Background: an optimization exercise with open tools, aiming at small area, a short achievable clock period and few clock cycles per item. Do not read the settings as production practice.
The RTL was checked by simulation tests, not by an equivalence proof against the original design.
No activity file was given, so power comes from the tool's default toggle rates.

Setup of job 5617:
==> flow/design.v (excerpt) <==
module pga16 (
    input  wire        clk,
    input  wire        rst,           
    input  wire        host_we,
    input  wire [3:0]  host_addr,
    input  wire [31:0] host_wdata,
    output reg  [31:0] host_rdata,
    output wire        mem_valid,
    output wire        mem_we,
    output wire [31:0] mem_addr,
    output wire [7:0]  mem_wdata,
    input  wire        mem_ready,
    input  wire [7:0]  mem_rdata,
    input  wire        mem_err
);
Size: about 270 flip-flops, about 0.020 mm2 of cells after synthesis.
clock: 33.0 ns
lec_check: 0
abc_area: 1
cap_margin: 20
core_margin: 2
core_utilization: 40
cts_buf_list: sky130_fd_sc_hd__clkbuf_8
cts_cluster_diameter: 60
cts_cluster_size: 12
slew_margin: 20
standard.sh (not shown) runs the stock make flow with config.mk's settings and CLKGATE_MAP_FILE= SYNTH_SCRIPT=/design/flow/synth_recipe.tcl, a recipe that flattens the netlist after the stock synthesis.
==> flow/flow/run.sh <==
#!/bin/bash
# The standard layout (standard.sh), with these changes to how it is made:
#  - the port buffers are buf_2 cells instead of the default delay-buffer cell;
#  - repair_timing works with a setup margin, so that it shortens the longest
#    paths although the 33 ns clock leaves them slack.
# The make output goes to make_finish.log in this folder; ORFS keeps each
# step's log under orfs/logs.
set -euo pipefail
work=$PWD
rm -rf "$work/scripts"
cp -r "$FLOW_HOME/scripts" "$work/scripts"
cp "$work/flow/abc_area.script" "$work/scripts/abc_area.script"
bash standard.sh SCRIPTS_DIR="$work/scripts" \
    BUFFER_PORTS_ARGS="-buffer_cell sky130_fd_sc_hd__buf_2" \
    SETUP_SLACK_MARGIN=18.5 finish > make_finish.log 2>&1
==> flow/flow/abc_area.script <==
strash
dch
map -a
strash
dch
map -a
strash
dch
map -a
topo
stime -c
buffer -c
upsize -c
dnsize -c
Job 5617 completed end to end with timing, DRC and antenna clean.
Testbench counts of job 5617, summed over its fixed seeds: cycles 36,384, windows 8,872.
What job 7554 does differently from job 5617 at the input level:
# job 5617
export LEC_CHECK = 0
export ABC_AREA = 1
export CAP_MARGIN = 20
export CORE_MARGIN = 2
export CORE_UTILIZATION = 40
export CTS_BUF_LIST = sky130_fd_sc_hd__clkbuf_8
export CTS_CLUSTER_DIAMETER = 60
export CTS_CLUSTER_SIZE = 12
export SLEW_MARGIN = 20
create_clock -name core_clock -period 33.0 [get_ports {clk}]
# job 7554
export LEC_CHECK = 0
export ABC_AREA = 1
export CAP_MARGIN = 20
export CORE_MARGIN = 2
export CORE_UTILIZATION = 40
export CTS_BUF_LIST = sky130_fd_sc_hd__clkbuf_8
export CTS_CLUSTER_SIZE = 30
export SLEW_MARGIN = 20
create_clock -name core_clock -period 33.0 [get_ports {clk}]
diff --git a/flow/flow/run.sh b/flow/flow/run.sh
--- a/flow/flow/run.sh
+++ b/flow/flow/run.sh
@@ -14,2 +14,2 @@
     BUFFER_PORTS_ARGS="-buffer_cell sky130_fd_sc_hd__buf_2" \
-    SETUP_SLACK_MARGIN=18.5 finish > make_finish.log 2>&1
+    SETUP_SLACK_MARGIN=18.0 finish > make_finish.log 2>&1
Notes after the runs:
The final layout from job 7554, which completed every stage, passed the timing, DRC and antenna checks at the end of the flow.
Going from job 5617 to job 7554, routed wire length shrinks by about 1.7%.
Job 7554 vs job 5617 on clock tree buffer count of the final layout: job 7554 is the higher one.
Job 7554 and job 5617 ended up with roughly the same all-layer global routing usage.
Lower number of iterations in the first detailed-routing pass among job 5617 and job 7554: job 5617
Worst vdd rail ir drop: job 7554 > job 5617
Run comparison: job 5617 slowest stage cell on the critical path buf_2; job 7554 slowest stage cell on the critical path buf_4
Reported for job 5617 and job 7554, proportion of synthesized area in mux cells turned out identical to the last digit.
Worst setup slack: job 7554 vs job 5617 down 0.36 ns
Job 5617 vs job 7554, capture point of the worst path: host_rdata[24] vs host_rdata[29]
Comparing job 7554 against job 5617, there is no change at all in synthesized cell count.
Between job 7554 and job 5617, the final instance area does not differ in any meaningful way.
> inputs changed (job 7554 -> job 6382)
# job 7554
export LEC_CHECK = 0
export ABC_AREA = 1
export CAP_MARGIN = 20
export CORE_MARGIN = 2
export CORE_UTILIZATION = 40
export CTS_BUF_LIST = sky130_fd_sc_hd__clkbuf_8
export CTS_CLUSTER_SIZE = 30
export SLEW_MARGIN = 20
create_clock -name core_clock -period 33.0 [get_ports {clk}]
# job 6382
export LEC_CHECK = 0
export ABC_AREA = 1
export CAP_MARGIN = 20
export CORE_MARGIN = 2
export CORE_UTILIZATION = 40
export SLEW_MARGIN = 20
create_clock -name core_clock -period 33.0 [get_ports {clk}]
==> flow/flow/run.sh <==
#!/bin/bash
# The standard layout, with two changes to how it is made:
#  - the port buffers are buf_2 cells instead of the default delay-buffer cell;
#  - repair_timing works with a setup margin, so that it shortens the longest
#    paths although the 33 ns clock leaves them slack.
# The make output goes to make_finish.log in this folder; ORFS keeps each
# step's log under orfs/logs.
set -euo pipefail
bash standard.sh BUFFER_PORTS_ARGS="-buffer_cell sky130_fd_sc_hd__buf_2" \
    SETUP_SLACK_MARGIN=19 finish > make_finish.log 2>&1
removed: flow/flow/abc_area.script
Notes after the runs:
- No stage failed in job 6382, and the final checks on the layout all came back clean.
- Job 6382 has switching share of power below what job 7554 had.
- Job 6382: first-iteration DRC count 13% above job 7554
- Job 6382: wire length on met3 higher than job 7554
- Job 6382 gives more area added between synthesis and finish than job 7554 did.
- Job 6382 against job 7554: synthesized cell count increased by 243 relative to the old numbers; peak per-stage delay on the critical path lower; sequential share of layout area went down 3.1 points.
- Job 7554 → job 6382: total power of the final layout saw a decrease, standby leakage power saw an increase, post-placement cell count saw an increase, share of the clock period used by the worst path after layout saw a decrease.
- The endpoint of the worst setup timing path comes out host_rdata[3] in one run and host_rdata[29] in the other, namely in job 6382 and job 7554 respectively.
Here is what was changed in the inputs of job 447 compared with job 6382.
==> flow/flow/run.sh <==
#!/bin/bash
set -euo pipefail
bash standard.sh BUFFER_PORTS_ARGS="-buffer_cell sky130_fd_sc_hd__buf_2" finish > make_finish.log 2>&1
- Per the comparison of job 447 with job 6382, layout net count down 2.4%, worst hold slack higher, total length of routed met2 wires dropped about 5%, met2 layer usage reported by global route went down 1.3 points, via count shows a reduction of about 3%.
- Job 6382 ended up with host_addr[2] as its beginning of the critical path; job 447 ended up with host_addr[3].
- Post-DP HPWL: job 447 vs job 6382 down about 1.1%
- Job 447 vs job 6382: global-route usage down
- Per the final summary, job 447 finished and its layout is clean on timing, DRC and antenna.
- Going from job 6382 to job 447, final-layout clock buffer total shrank by more than 10%.

## port drivers added, routing unchanged
The flow's constraints put no driver on any port. The routed layouts listed below were extracted and timed again, unchanged, in two steps.
Step 1 sets driving cells, clkbuf_16 on the clock port and buf_2 on the other inputs (assumed; they add their load-dependent delay and slew).
Step 2 also shifts input and output timing later by t, the mid clock arrival at the registers, as if the neighbouring blocks saw the same clock.
Slacks: ideal ports / drivers / drivers and shift; pairs: ideal ports / drivers.
run	shift t [ns]	setup slack, ns	worst setup path at the end	slew at the worst register clock pin (ns)	worst data-port slew with drivers (ns)
job 5617	0.723	18.487 / 18.437 / 18.437	input to output	0.10 / 0.10	0.11
job 7554	0.686	18.132 / 18.087 / 18.087	input to output	0.07 / 0.07	0.11
job 6382	0.603	18.598 / 18.541 / 18.541	input to output	0.06 / 0.06	0.09
job 447	0.595	17.400 / 17.381 / 17.381	input to output	0.07 / 0.07	0.09
After both steps every run listed still meets setup and hold. For job 6382, which loses most, drivers alone change the setup slack by -0.057 ns; drivers and shift together by -0.057 ns.
